Background: an optimization exercise with open tools, aiming at small area, a short achievable clock period and few clock cycles per item. Do not read the settings as production practice.
The RTL of this run was laid out without a check of its function.

**flow/run.sh**
```bash
#!/bin/bash
# synth_recipe.tcl (not shown) runs the flow's synth.tcl, then flattens the netlist and writes it again
# the make line also repeats each setting of config.mk as NAME=value (left out here)
make -C /OpenROAD-flow-scripts/flow DESIGN_CONFIG=/design/flow/config.mk WORK_HOME=/design/flow/orfs CLKGATE_MAP_FILE= SYNTH_SCRIPT=/design/flow/synth_recipe.tcl finish
```
**flow/config.mk**
```make
export PLATFORM = sky130hd
export DESIGN_NAME = kzg_chal
export DESIGN_NICKNAME = kzg_chal
export VERILOG_FILES = /design/flow/design.v
export SDC_FILE = /design/flow/constraint.sdc
export NUM_CORES = 4
export LEC_CHECK = 0
export CAP_MARGIN = 20
export CORE_MARGIN = 2
export CORE_UTILIZATION = 40
export SLEW_MARGIN = 20
```
**flow/constraint.sdc**
```tcl
create_clock -name core_clock -period 10.0 [get_ports {clk}]
set_input_delay 2.0000 -clock core_clock [delete_from_list [all_inputs] [get_ports {clk}]]
set_output_delay 2.0000 -clock core_clock [all_outputs]
set_load 0.01 [all_outputs]
```
**flow/design.v**
```verilog
module kzg_chal (
    input  wire         clk,
    input  wire         rst,
    input  wire         in_valid,
    output wire         in_ready,
    input  wire [31:0]  in_data,
    output wire         out_valid,
    input  wire         out_ready,
    output reg          out_err,
    output reg  [11:0]  out_index,
    output wire [255:0] out_z
);
    localparam [255:0] R_MOD =
        256'h73eda753299d7d483339d80809a1d80553bda402fffe5bfeffffffff00000001;
    localparam [255:0] IV =
        256'h6a09e667bb67ae853c6ef372a54ff53a510e527f9b05688c1f83d9ab5be0cd19;
    localparam [31:0] LEN_BITS = 32'd1049216;  
    localparam [1:0] S_RUN = 2'd0, S_RED = 2'd1, S_OUT = 2'd2;
    reg  [1:0]  st;
    reg  [6:0]  c;           
    reg  [15:0] wcnt;        
    reg  [31:0] a, b, cc, d, e, f, g, h, p;
    reg  [31:0] w [0:15];    
    reg  [31:0] hs0, hs1, hs2, hs3, hs4, hs5, hs6, hs7;
    reg         chk;         
    reg         eq_run;
    reg  [1:0]  pass;        
    reg  [2:0]  rc;          
    reg         bor;
    reg         ge;
    integer     i;
    wire take = (st == S_OUT) && out_ready;
    wire init = rst || take;
    wire run  = (st == S_RUN);
    wire done   = wcnt[15] & wcnt[5];             
    wire slot   = run && !done && ((c == 7'd66) || (c <= 7'd14));
    wire pre    = (wcnt[15:3] == 13'd0);          
    wire padw   = wcnt[15] && (wcnt[4:0] >= 5'd20);  
    wire host   = !pre && !padw;
    assign in_ready = slot && host;
    wire adv = run && !(slot && host && !in_valid);
    reg [31:0] prefix_word;
    always @(*) begin
        case (wcnt[2:0])
            3'd0: prefix_word = 32'h4653424c;
            3'd1: prefix_word = 32'h4f425645;
            3'd2: prefix_word = 32'h52494659;
            3'd3: prefix_word = 32'h5f56315f;
            3'd7: prefix_word = 32'h00001000;
            default: prefix_word = 32'h00000000;
        endcase
    end
    wire [31:0] pad_word = (wcnt[4:0] == 5'd20) ? 32'h80000000 :
                           (wcnt[4:0] == 5'd31) ? LEN_BITS : 32'h0;
    wire [31:0] load_word = host ? in_data : pre ? prefix_word : pad_word;
    reg [31:0] k_t;
    always @(*) begin
        case (c[5:0])
            6'd0:  k_t = 32'h428a2f98; 6'd1:  k_t = 32'h71374491;
            6'd2:  k_t = 32'hb5c0fbcf; 6'd3:  k_t = 32'he9b5dba5;
            6'd4:  k_t = 32'h3956c25b; 6'd5:  k_t = 32'h59f111f1;
            6'd6:  k_t = 32'h923f82a4; 6'd7:  k_t = 32'hab1c5ed5;
            6'd8:  k_t = 32'hd807aa98; 6'd9:  k_t = 32'h12835b01;
            6'd10: k_t = 32'h243185be; 6'd11: k_t = 32'h550c7dc3;
            6'd12: k_t = 32'h72be5d74; 6'd13: k_t = 32'h80deb1fe;
            6'd14: k_t = 32'h9bdc06a7; 6'd15: k_t = 32'hc19bf174;
            6'd16: k_t = 32'he49b69c1; 6'd17: k_t = 32'hefbe4786;
            6'd18: k_t = 32'h0fc19dc6; 6'd19: k_t = 32'h240ca1cc;
            6'd20: k_t = 32'h2de92c6f; 6'd21: k_t = 32'h4a7484aa;
            6'd22: k_t = 32'h5cb0a9dc; 6'd23: k_t = 32'h76f988da;
            6'd24: k_t = 32'h983e5152; 6'd25: k_t = 32'ha831c66d;
            6'd26: k_t = 32'hb00327c8; 6'd27: k_t = 32'hbf597fc7;
            6'd28: k_t = 32'hc6e00bf3; 6'd29: k_t = 32'hd5a79147;
            6'd30: k_t = 32'h06ca6351; 6'd31: k_t = 32'h14292967;
            6'd32: k_t = 32'h27b70a85; 6'd33: k_t = 32'h2e1b2138;
            6'd34: k_t = 32'h4d2c6dfc; 6'd35: k_t = 32'h53380d13;
            6'd36: k_t = 32'h650a7354; 6'd37: k_t = 32'h766a0abb;
            6'd38: k_t = 32'h81c2c92e; 6'd39: k_t = 32'h92722c85;
            6'd40: k_t = 32'ha2bfe8a1; 6'd41: k_t = 32'ha81a664b;
            6'd42: k_t = 32'hc24b8b70; 6'd43: k_t = 32'hc76c51a3;
            6'd44: k_t = 32'hd192e819; 6'd45: k_t = 32'hd6990624;
            6'd46: k_t = 32'hf40e3585; 6'd47: k_t = 32'h106aa070;
            6'd48: k_t = 32'h19a4c116; 6'd49: k_t = 32'h1e376c08;
            6'd50: k_t = 32'h2748774c; 6'd51: k_t = 32'h34b0bcb5;
            6'd52: k_t = 32'h391c0cb3; 6'd53: k_t = 32'h4ed8aa4a;
            6'd54: k_t = 32'h5b9cca4f; 6'd55: k_t = 32'h682e6ff3;
            6'd56: k_t = 32'h748f82ee; 6'd57: k_t = 32'h78a5636f;
            6'd58: k_t = 32'h84c87814; 6'd59: k_t = 32'h8cc70208;
            6'd60: k_t = 32'h90befffa; 6'd61: k_t = 32'ha4506ceb;
            6'd62: k_t = 32'hbef9a3f7; default: k_t = 32'hc67178f2;
        endcase
    end
    wire rnd  = (c != 7'd0) && (c <= 7'd64);
    wire last = (c == 7'd64);
    wire ff   = !rnd;
    wire [31:0] bsig0 = {a[1:0], a[31:2]} ^ {a[12:0], a[31:13]} ^ {a[21:0], a[31:22]};
    wire [31:0] bsig1 = {e[5:0], e[31:6]} ^ {e[10:0], e[31:11]} ^ {e[24:0], e[31:25]};
    wire [31:0] ch    = (e & f) ^ (~e & g);
    wire [31:0] maj   = (a & b) ^ (a & cc) ^ (b & cc);
    wire [31:0] h0g   = last ? hs0 : 32'd0;
    wire [31:0] h4g   = last ? hs4 : 32'd0;
    wire [31:0] a_new = p + bsig1 + ch + bsig0 + maj + h0g;
    wire [31:0] e_new = d + p + bsig1 + ch + h4g;
    wire [31:0] p_new = g + k_t + w[15];
    wire [31:0] sum_a = hs3 + d;
    wire [31:0] sum_e = hs7 + h;
    wire [31:0] ssig0 = {w[1][6:0], w[1][31:7]} ^ {w[1][17:0], w[1][31:18]} ^ (w[1] >> 3);
    wire [31:0] ssig1 = {w[14][16:0], w[14][31:17]} ^ {w[14][18:0], w[14][31:19]} ^ (w[14] >> 10);
    wire [31:0] w_next = ssig1 + w[9] + ssig0 + w[0];
    reg [31:0] r_lo;         
    always @(*) begin
        case (rc)
            3'd0: r_lo = R_MOD[31:0];
            3'd1: r_lo = R_MOD[63:32];
            3'd2: r_lo = R_MOD[95:64];
            3'd3: r_lo = R_MOD[127:96];
            3'd4: r_lo = R_MOD[159:128];
            3'd5: r_lo = R_MOD[191:160];
            3'd6: r_lo = R_MOD[223:192];
            default: r_lo = R_MOD[255:224];
        endcase
    end
    wire        cmp_pass = !pass[0];
    wire [31:0] sub_op   = (cmp_pass || ge) ? r_lo : 32'd0;
    wire [32:0] red_diff = {1'b0, hs7} - {1'b0, sub_op} - {32'd0, bor};
    wire [31:0] red_word = cmp_pass ? hs7 : red_diff[31:0];
    wire [15:0] wm9     = wcnt - 16'd9;    
    wire [2:0]  cpos    = wm9[2:0];
    reg  [31:0] r_word;
    always @(*) begin
        case (cpos)
            3'd0: r_word = R_MOD[255:224];
            3'd1: r_word = R_MOD[223:192];
            3'd2: r_word = R_MOD[191:160];
            3'd3: r_word = R_MOD[159:128];
            3'd4: r_word = R_MOD[127:96];
            3'd5: r_word = R_MOD[95:64];
            3'd6: r_word = R_MOD[63:32];
            default: r_word = R_MOD[31:0];
        endcase
    end
    wire eq_before = (cpos == 3'd0) ? 1'b1 : eq_run;
    wire word_gt   = w[15] > r_word;
    wire word_eq   = w[15] == r_word;
    wire elem_bad  = eq_before && (word_gt || (word_eq && cpos == 3'd7));
    wire blob_load = slot && host && in_valid && (wcnt < 16'd32776);
    assign out_valid = (st == S_OUT);
    assign out_z = {hs0, hs1, hs2, hs3, hs4, hs5, hs6, hs7};
    always @(posedge clk) begin
        if (init) begin
            st    <= S_RUN;
            c     <= 7'd64;
            wcnt  <= 16'd0;
            a <= 32'd0; b <= 32'd0; cc <= 32'd0; d <= 32'd0;
            e <= 32'd0; f <= 32'd0; g <= 32'd0; h <= 32'd0;
            p <= 32'd0;
            hs0 <= IV[255:224]; hs1 <= IV[223:192];
            hs2 <= IV[191:160]; hs3 <= IV[159:128];
            hs4 <= IV[127:96];  hs5 <= IV[95:64];
            hs6 <= IV[63:32];   hs7 <= IV[31:0];
            pass <= 2'd0;
            rc   <= 3'd0;
            bor  <= 1'b0;
            ge   <= 1'b0;
        end else begin
            if (adv) begin
                c <= (c == 7'd66) ? 7'd0 : c + 7'd1;
                if (slot)
                    wcnt <= wcnt + 16'd1;
                if (rnd) begin
                    a <= a_new;
                    e <= e_new;
                end
                b  <= ff ? sum_a : a;
                cc <= b;
                d  <= cc;
                f  <= ff ? sum_e : e;
                g  <= f;
                h  <= g;
                p  <= p_new;
                for (i = 0; i < 15; i = i + 1)
                    w[i] <= w[i + 1];
                w[15] <= slot ? load_word : w_next;
                if (c == 7'd65) begin
                    hs0 <= a;
                    hs4 <= e;
                end
                if (ff) begin
                    hs1 <= sum_a; hs2 <= hs1; hs3 <= hs2;
                    hs5 <= sum_e; hs6 <= hs5; hs7 <= hs6;
                end
                if (c == 7'd0 && done)
                    st <= S_RED;
            end
            if (st == S_RED) begin
                hs0 <= red_word;
                hs1 <= hs0; hs2 <= hs1; hs3 <= hs2; hs4 <= hs3;
                hs5 <= hs4; hs6 <= hs5; hs7 <= hs6;
                rc  <= rc + 3'd1;
                bor <= (rc == 3'd7) ? 1'b0 : red_diff[32];
                if (rc == 3'd7) begin
                    pass <= pass + 2'd1;
                    if (cmp_pass)
                        ge <= !red_diff[32];
                    if (pass == 2'd3)
                        st <= S_OUT;
                end
            end
        end
    end
    always @(posedge clk) begin
        if (init) begin
            chk     <= 1'b0;
            out_err <= 1'b0;
        end else begin
            chk <= blob_load;
            if (chk) begin
                eq_run <= eq_before && word_eq;
                if (elem_bad && !out_err) begin
                    out_err   <= 1'b1;
                    out_index <= wm9[14:3];
                end
            end
        end
    end
endmodule
```
==> reports/metrics.csv <==
metric;value;unit
status;complete, no violations;
initial antenna violation count;11;
Hold WC Path Type;reg -> reg;
WL/cell;27.4;um
Final setup viols;0;
1st-pass router iterations;6;
total number of vias;53540;
Yosys warnings;2;
DR DRC count;0;
Layout Skew;0.0412;ns
post-route ant nets;0;
WP data required;10.70;ns
synthesized instance count;6947;
setup bufs post-CTS;0;
max_cap viols;0;
library cells used by synthesis;100;
Tmin final;6.83;ns
CP max stage delay;0.56;ns
max FFs per register;512;
FF-to-FF setup slack;3.17;ns
core area;163000;sq um
Overflow after GRT;0;
RSZ-0062 raised after global routing;no;
CTS buffer count;130;
syn avg cell area;9.43;sq um
placed inst area;70800;sq um
Critical Path End Type;flip-flop;
DIE AREA;167000;sq um
#FFs+latches synth;1135;
Worst EP arrival;7.53;ns
first-pass GRT wire length;365;mm
Layout area overhead;14.6;%
TritonCTS clock tree;yes;
Root Driver;clkbuf_16;
Max Buffers Root-to-Sink;3;
Hold Crit Depth;0;
Max Transition Viols Final;0;
EDFF count, synth;525;
I/O pin cnt;307;
crit-path max FO;31;
initial core utilization;40.3;%
final period utilization;68.3;%
FFs w/ async S/R, synth;0;%
worst rel slew slack;28.6;%
DRT iter0 DRCs;6510;
vias in the first global route;50286;
drt total wl;257;mm
GRT Total Usage;30.0;%
final std cells w/o fill;9389;
cell area after synthesis;65500;sq um
FP Rows;148;
gpl congestion;1.04;
Critical Path Stages;25;
Fmax;146;MHz
Die Y;409;um
final hold vios;0;
share of cells above drive strength 1;5.34;%
cell family with most CP delay;adder cells;
vias per inst;5.70;
# fillers;15511;
Buffers on Ports;306;
Finished Core Util;46.2;%
Fin Setup TNS;0;ns
CP bufs+invs;5;
most common flop cell mapped by yosys;dfxtp_1;
post-CTS sizing;0;
largest net degree at the start of global routing;181;
CP startpoint kind;flip-flop;
Clk Latency, worst-skew pair;0.81;ns
syn nets;7612;
Cells after DPL;9153;
path depth of the worst reg2reg path;25;
post-detail-place hpwl;193;mm
CTS H-tree depth;4;
clock slew at reported path FFs;0.06;ns
Largest Register;w;
CP Class;reg -> reg;
# nets final;7775;
Die Span X;409;um
hold buffers post-CTS;0;
clock sinks;1135;
Design Area, Final;75100;sq um
sequential share of the synthesized area;42.7;%
Crit-path slowest cell;nor4_2;
Worst Tran Pin Value;1.07;ns
synthesized netlist by cell type, drive strengths merged, types with 127 or more instances:
master	instances	area, sq um
a21o	144	1080
a21oi	642	3240
clkbuf	307	1150
dfxtp	610	12200
edfxtp	525	15800
fa	313	6270
ha	316	3950
inv	638	2400
nand2	1095	4130
nand3	242	1220
nor2	364	1380
o21ai	293	1480
xnor2	341	2990
xor2	127	1130
routing by layer:
layer | GRT usage [%] | vias to the layer above | share of wire [%]
li1 | - | 24059 | -
met1 | 41.9 | 26191 | 42
met2 | 43.3 | 2739 | 42
met3 | 6.80 | 541 | 10
met4 | 15.5 | 10 | 6.0
met5 | 0 | - | 0.025
cells in the final DEF, fill, tap and decap left out, types with 306 or more instances in the layout:
cell type	count
a21oi_1	634
dfxtp_1	609
nand2_1	1087
xnor2_1	341
edfxtp_1	525
nor2_1	356
inv_1	631
ha_1	316
fa_1	313
clkdlybuf4s50_1	306
through the flow:
stage	setup slack (ns)	hold slack (ns)
after global placement	3.24	0.401
after detailed placement	3.21	0.405
after CTS	3.20	0.400
final	3.17	0.404
after global routing	2.76	0.418
after floorplan	-0.671	0.400
kinds of logic after synthesis:
family | after synthesis | synth area share [%]
AOI/OAI and AO/OA | 1576 | 14.8
and+or+nand+nor | 2058 | 13.6
adders and majority gates | 634 | 15.7
muxes | 52 | 0.804
DFF | 1135 | 42.7
xor gates and xnor gates | 468 | 6.28
buffers and inverters | 1024 | 6.09
worst reg2reg max path: cells and delay by family, from the launching register on:
kind                       cells  cell delay, ns
adders and majority gates      5            2.09
AOI/OAI and AO/OA              8            1.71
and+or+nand+nor                6            1.67
buffers and inverters          5            0.66
DFF                            1            0.46
xor gates and xnor gates       1            0.13
path summary, 6_finish.rpt:
check                    start                 end
max          c[3]$_SDFFE_PP0N_  a[30]$_SDFFE_PP0P_
min          w[4][3]$_DFFE_PP_   w[3][3]$_DFFE_PP_
max reg2reg  c[3]$_SDFFE_PP0N_  a[30]$_SDFFE_PP0P_
min reg2reg  w[4][3]$_DFFE_PP_   w[3][3]$_DFFE_PP_
area by class of cell:
type                    count  area (sq um)  area share (%)
clock buffers             168          3530            4.70
inverters                 639          2420            3.23
repair buffers            416          3930            5.23
well taps                2175          2720            3.62
clock inverters            62           806            1.07
flip-flops and latches   1135         28000            37.2
diodes                      6          15.0          0.0200
multi-input cells        4788         33700            44.9

-- port drivers added, routing unchanged --
No port has a modelled driver above. Below, the same layout with a new extraction and two added sets of constraints. Step 1: set_driving_cell puts a clkbuf_16 on clk and a buf_2 on each other input, an assumption about the parent block. Step 2 adds t to the input delays and takes it off the output delays; t is the mean of the earliest and latest rising clock arrival at the registers after step 1. Input paths then give back, and output paths get back, about the clock's delay inside the block. a / b / c = ideal / step 1 / step 2; a / b = the first two.
t (ns): 0.859
slack for setup (ns): 3.171 / 3.171 / 3.171
clock arrival spread, ns: 0.054 / 0.054
worst register clock-pin slew, ns: 0.07 / 0.07
cell pins on the clock port's net: 1
After both steps setup and hold are still met in this run. The setup slack of this run moves by 0.000 ns with the drivers and by 0.000 ns with both steps.
